Context: an optimization exercise on an open-source flow, tuned for small area, a short achievable clock period and few clock cycles per item. The choices shown serve that exercise and are no tape-out recipe. Power is estimated from default activity; no workload was simulated.

## before
==> flow/design.v <==
module ad5934_freq_encoder (
    input  wire        clk,
    input  wire        rst,         
    input  wire        in_valid,
    output wire        in_ready,
    input  wire [31:0] in_freq,
    input  wire [31:0] in_fclk,
    output reg         out_valid,
    output wire [23:0] out_code,
    output wire        out_err
);
    localparam integer K  = 1;                  
    localparam integer C  = (25 + K - 1) / K;   
    localparam integer S  = C * K;              
    localparam integer E  = S - 24;             
    localparam integer CW = (C > 1) ? $clog2(C) : 1;
    reg            busy;        
    reg  [CW-1:0]  cnt;         
    reg            err;         
    reg  [31:0]    rem;         
    reg  [23:0]    qs;          
    assign in_ready = busy && (err || cnt == C - 1);
    assign out_code = err ? 24'd0 : qs;
    assign out_err  = err;
    wire [S-1:0] nb = in_fclk[S:1];
    reg  [31:0]  r;
    reg  [K-1:0] bits;
    reg  [K-1:0] qb;
    reg  [32:0]  t, s;
    integer j;
    always @* begin
        if (busy) begin
            r    = rem;
            bits = qs[23:24-K];
        end else begin
            r    = {1'b0, in_freq[S-1:0], in_fclk[31:S+1]};
            bits = nb[S-1:S-K];
        end
        for (j = 0; j < K; j = j + 1) begin
            t = {r, bits[K-1-j]};
            s = t - {1'b0, in_fclk};
            qb[K-1-j] = ~s[32];
            r = s[32] ? t[31:0] : s[31:0];
        end
    end
    wire [S-1:0] nbq      = {nb[S-K-1:0], {K{1'b0}}};
    wire [K-1:0] qb_low   = qb & ((1 << (K - E)) - 1);
    wire [23:0]  qs_first = nbq[S-1:E] | qb_low;
    wire        err_first = (|in_freq[31:S]) | (|qb[K-1:K-E]);
    always @(posedge clk) begin
        rem <= r;
        if (!busy) begin
            qs  <= qs_first;
            err <= err_first;
            cnt <= 1;
        end else begin
            qs  <= {qs[23-K:0], qb};
            cnt <= cnt + 1'b1;
        end
        if (rst) begin
            busy      <= 1'b0;
            out_valid <= 1'b0;
        end else begin
            out_valid <= in_ready && in_valid;
            if (!busy)
                busy <= in_valid;
            else if (in_ready && in_valid)
                busy <= 1'b0;
        end
    end
endmodule
export LEC_CHECK = 0
export CAP_MARGIN = 20
export CORE_MARGIN = 2
export CORE_UTILIZATION = 40
export PLACE_DENSITY = 0.6
export SLEW_MARGIN = 20
create_clock -name core_clock -period 5.0 [get_ports {clk}]
run.sh (not shown) runs the stock make flow with config.mk's settings and CLKGATE_MAP_FILE= SYNTH_SCRIPT=/design/flow/synth_recipe.tcl, a recipe that flattens the netlist after the stock synthesis.
before finished end to end and its layout was clean on timing, DRC and antenna.
Edits applied to the flow inputs when going from before to after:
--- a/flow/design.v
+++ b/flow/design.v
@@ -7,11 +7,11 @@
     input  wire [31:0] in_fclk,
     output reg         out_valid,
     output wire [23:0] out_code,
     output wire        out_err
 );
-    localparam integer K  = 1;                  
+    localparam integer K  = 2;                  
     localparam integer C  = (25 + K - 1) / K;   
     localparam integer S  = C * K;              
     localparam integer E  = S - 24;             
     localparam integer CW = (C > 1) ? $clog2(C) : 1;
     reg            busy;        
- after: complete, dirty (negative setup slack)
- after against before: worst path arrival time increased 1.52 ns, count of flip-flops and latches has decreased, buffer depth of the longest clock path held steady.
- Buffer count from post-CTS setup fixing, after and before, higher one = after.
- In after the cell area after synthesis turned out about 45% higher than in before.
- Diff before -> after | routed wire length | up by more than 100%
- Diff before -> after | fraction of synthesized cell area in xor and xnor cells | increase of 2.7 points
- Changes observed in after relative to before: sequential area share after synthesis went down; slack of the critical path saw a decrease.
No run of this note included a check of the RTL's function; only the layout flow was run.

Setup of run 1:
Another version of the RTL of ad5934_freq_encoder (not shown whole).
For scale: ~390 cells after synthesis, roughly 66 flip-flops, ~94 I/O pins.
==> module ad5934_freq_encoder, before the edit <==
module ad5934_freq_encoder (
    input  wire        clk,
    input  wire        rst,         
    input  wire        in_valid,
    output wire        in_ready,
    input  wire [31:0] in_freq,
    input  wire [31:0] in_fclk,
    output reg         out_valid,
    output wire [23:0] out_code,
    output wire        out_err
);
    reg         busy;        
    reg         idle;        
    reg  [4:0]  cnt;         
    reg         err;         
    reg  [32:0] rem;         
    reg  [23:0] qs;          
    assign in_ready = busy && (err || cnt == 5'd24);
    assign out_code = err ? 24'd0 : qs;
    assign out_err  = err;
    wire [32:0] a    = idle ? {1'b0, in_freq[24:0], in_fclk[31:25]}
                            : {rem[31:0], qs[23]};
    wire        sub  = idle | ~rem[32];
    wire [32:0] b    = {33{sub}} ^ {1'b0, in_fclk};
    wire [32:0] p0   = a ^ b;
    wire [32:0] g0   = (a & b) | {32'd0, p0[0] & sub};
    wire [32:0] gl [0:6];
    wire [32:0] pl [0:6];
    assign gl[0] = g0;
    assign pl[0] = p0;
    genvar l, i;
    generate
        for (l = 0; l < 6; l = l + 1) begin : lvl
            for (i = 0; i < 33; i = i + 1) begin : bitl
                if ((i >> l) & 1) begin : comb
                    localparam integer J = ((i >> l) << l) - 1;
                    assign gl[l+1][i] = gl[l][i] | (pl[l][i] & gl[l][J]);
                    assign pl[l+1][i] = pl[l][i] & pl[l][J];
                end else begin : pass
                    assign gl[l+1][i] = gl[l][i];
                    assign pl[l+1][i] = pl[l][i];
                end
            end
        end
    endgenerate
    wire [32:0] sum  = p0 ^ {gl[6][31:0], sub};
    wire        qbit = ~sum[32];
    always @(posedge clk) begin
        rem <= sum;
        if (!busy) begin
            qs  <= in_fclk[24:1];
            err <= (|in_freq[31:25]) | qbit;
            cnt <= 5'd1;
        end else begin
            qs  <= {qs[22:0], qbit};
            cnt <= cnt + 5'd1;
        end
        if (rst) begin
            busy      <= 1'b0;
            idle      <= 1'b1;
            out_valid <= 1'b0;
        end else begin
            out_valid <= in_ready && in_valid;
            if (!busy) begin
                busy <= in_valid;
                idle <= ~in_valid;
            end else if (in_ready && in_valid) begin
                busy <= 1'b0;
                idle <= 1'b1;
            end
        end
    end
endmodule
Settings: LEC_CHECK=0, CAP_MARGIN=20, CORE_MARGIN=2, CORE_UTILIZATION=40, CTS_BUF_LIST=sky130_fd_sc_hd__clkbuf_4 sky130_fd_sc_hd__clkbuf_8, PLACE_DENSITY=0.6, SETUP_SLACK_MARGIN=1.5, SLEW_MARGIN=20; clock period 5.0 ns.
standard.sh (not shown) runs the stock make flow with config.mk's settings and CLKGATE_MAP_FILE= SYNTH_SCRIPT=/design/flow/synth_recipe.tcl, a recipe that flattens the netlist after the stock synthesis.
==> flow/flow/run.sh <==
#!/bin/bash
# The standard layout (the standard.sh: standard synthesis, floorplan,
# placement, CTS, routing), with the port buffers that placement inserts on
# every input and output made plain sky130 buffers instead of the default
# delay-buffer cell. Each tool's output is kept in its own log here.
set -euo pipefail
export BUFFER_PORTS_ARGS="-buffer_cell sky130_fd_sc_hd__buf_1"
bash standard.sh > standard_make.log 2>&1
> inputs changed (run 1 -> run 2)
--- a/flow/design.v
+++ b/flow/design.v
@@ -14,13 +14,14 @@
     reg  [4:0]  cnt;         
     reg         err;         
     reg  [32:0] rem;         
     reg  [23:0] qs;          
-    assign in_ready = busy && (err || cnt == 5'd24);
+    assign in_ready = busy && (err || cnt == 5'd0);
     assign out_code = err ? 24'd0 : qs;
     assign out_err  = err;
+    wire        nbit = in_fclk[cnt + 5'd1];
     wire [32:0] a    = idle ? {1'b0, in_freq[24:0], in_fclk[31:25]}
-                            : {rem[31:0], qs[23]};
+                            : {rem[31:0], nbit};
     wire        sub  = idle | ~rem[32];
     wire [32:0] b    = {33{sub}} ^ {1'b0, in_fclk};
     wire [32:0] p0   = a ^ b;
     wire [32:0] g0   = (a & b) | {32'd0, p0[0] & sub};
@@ -46,15 +47,14 @@
     wire [32:0] sum  = p0 ^ {gl[6][31:0], sub};
     wire        qbit = ~sum[32];
     always @(posedge clk) begin
         rem <= sum;
+        qs <= {qs[22:0], qbit};
         if (!busy) begin
-            qs  <= in_fclk[24:1];
             err <= (|in_freq[31:25]) | qbit;
-            cnt <= 5'd1;
+            cnt <= 5'd23;
         end else begin
-            qs  <= {qs[22:0], qbit};
-            cnt <= cnt + 5'd1;
+            cnt <= cnt - 5'd1;
         end
         if (rst) begin
             busy      <= 1'b0;
             idle      <= 1'b1;
--- outcome ---
- Diff run 1 -> run 2: wire length on met1 increased by 0.98% relative to the old numbers, netlist area before placement picked up an extra 0.38%.
- First-iteration DRC count delta for run 2 relative to run 1: 66% higher
- Run 1 → run 2: power dissipated in combinational cells climbed 30%, register-to-register slack dropped 1.10 ns, synthesized-area fraction occupied by xor and xnor cells barely changed, share of the clock period used by the worst path after layout climbed 23 points.
- Run 1 reports its start point of the critical path as in_fclk[0] while run 2 reports in_fclk[22].
- Run 2 vs run 1, area growth from synthesis to layout went up by 11 points.
- Run 2 leaves less setup margin than run 1.
- Standard cell with the maximum stage delay on the critical path = sky130_fd_sc_hd__fa_1: run 1; standard cell with the maximum stage delay on the critical path = sky130_fd_sc_hd__mux4_2: run 2
- Between run 2 and run 1, it is run 2 whose final core utilization is higher, by 4.6 points.
- For run 2, the critical path capture point was rem[22], unlike run 1, where it was err.
No functional check of the RTL was part of any run of this note.

==> re-timing with driven ports <==
How much do the figures lean on ideal ports? The routed layouts below were timed once more, with nothing changed but the port constraints.
Step 1 (the two cells are an assumption about what drives the block):
set clk [get_ports {clk}]
set_driving_cell -lib_cell sky130_fd_sc_hd__clkbuf_16 $clk
set_driving_cell -lib_cell sky130_fd_sc_hd__buf_2 [delete_from_list [all_inputs] $clk]
Step 2 adds t to the input delays and takes it off the output delays; t is the mean of the earliest and latest rising clock arrival at the registers after step 1. Input paths then give back, and output paths get back, about the clock's delay inside the block.
a / b / c = no drivers / after step 1 / after step 2; a / b = the first two.
| run | t (ns) | setup slack, ns | pins driven straight from the clock port |
|---|---|---|---|
| before | 0.362 | 0.628 / 0.639 / 0.277 | 1 |
| after | 0.392 | -0.855 / -0.863 / -1.254 | 1 |
| run 1 | 0.375 | 1.745 / 1.757 / 1.382 | 1 |
| run 2 | 0.375 | 0.577 / 0.581 / 0.206 | 1 |
The setup slack of after, which loses most, moves by -0.008 ns with the drivers and by -0.399 ns with both steps.
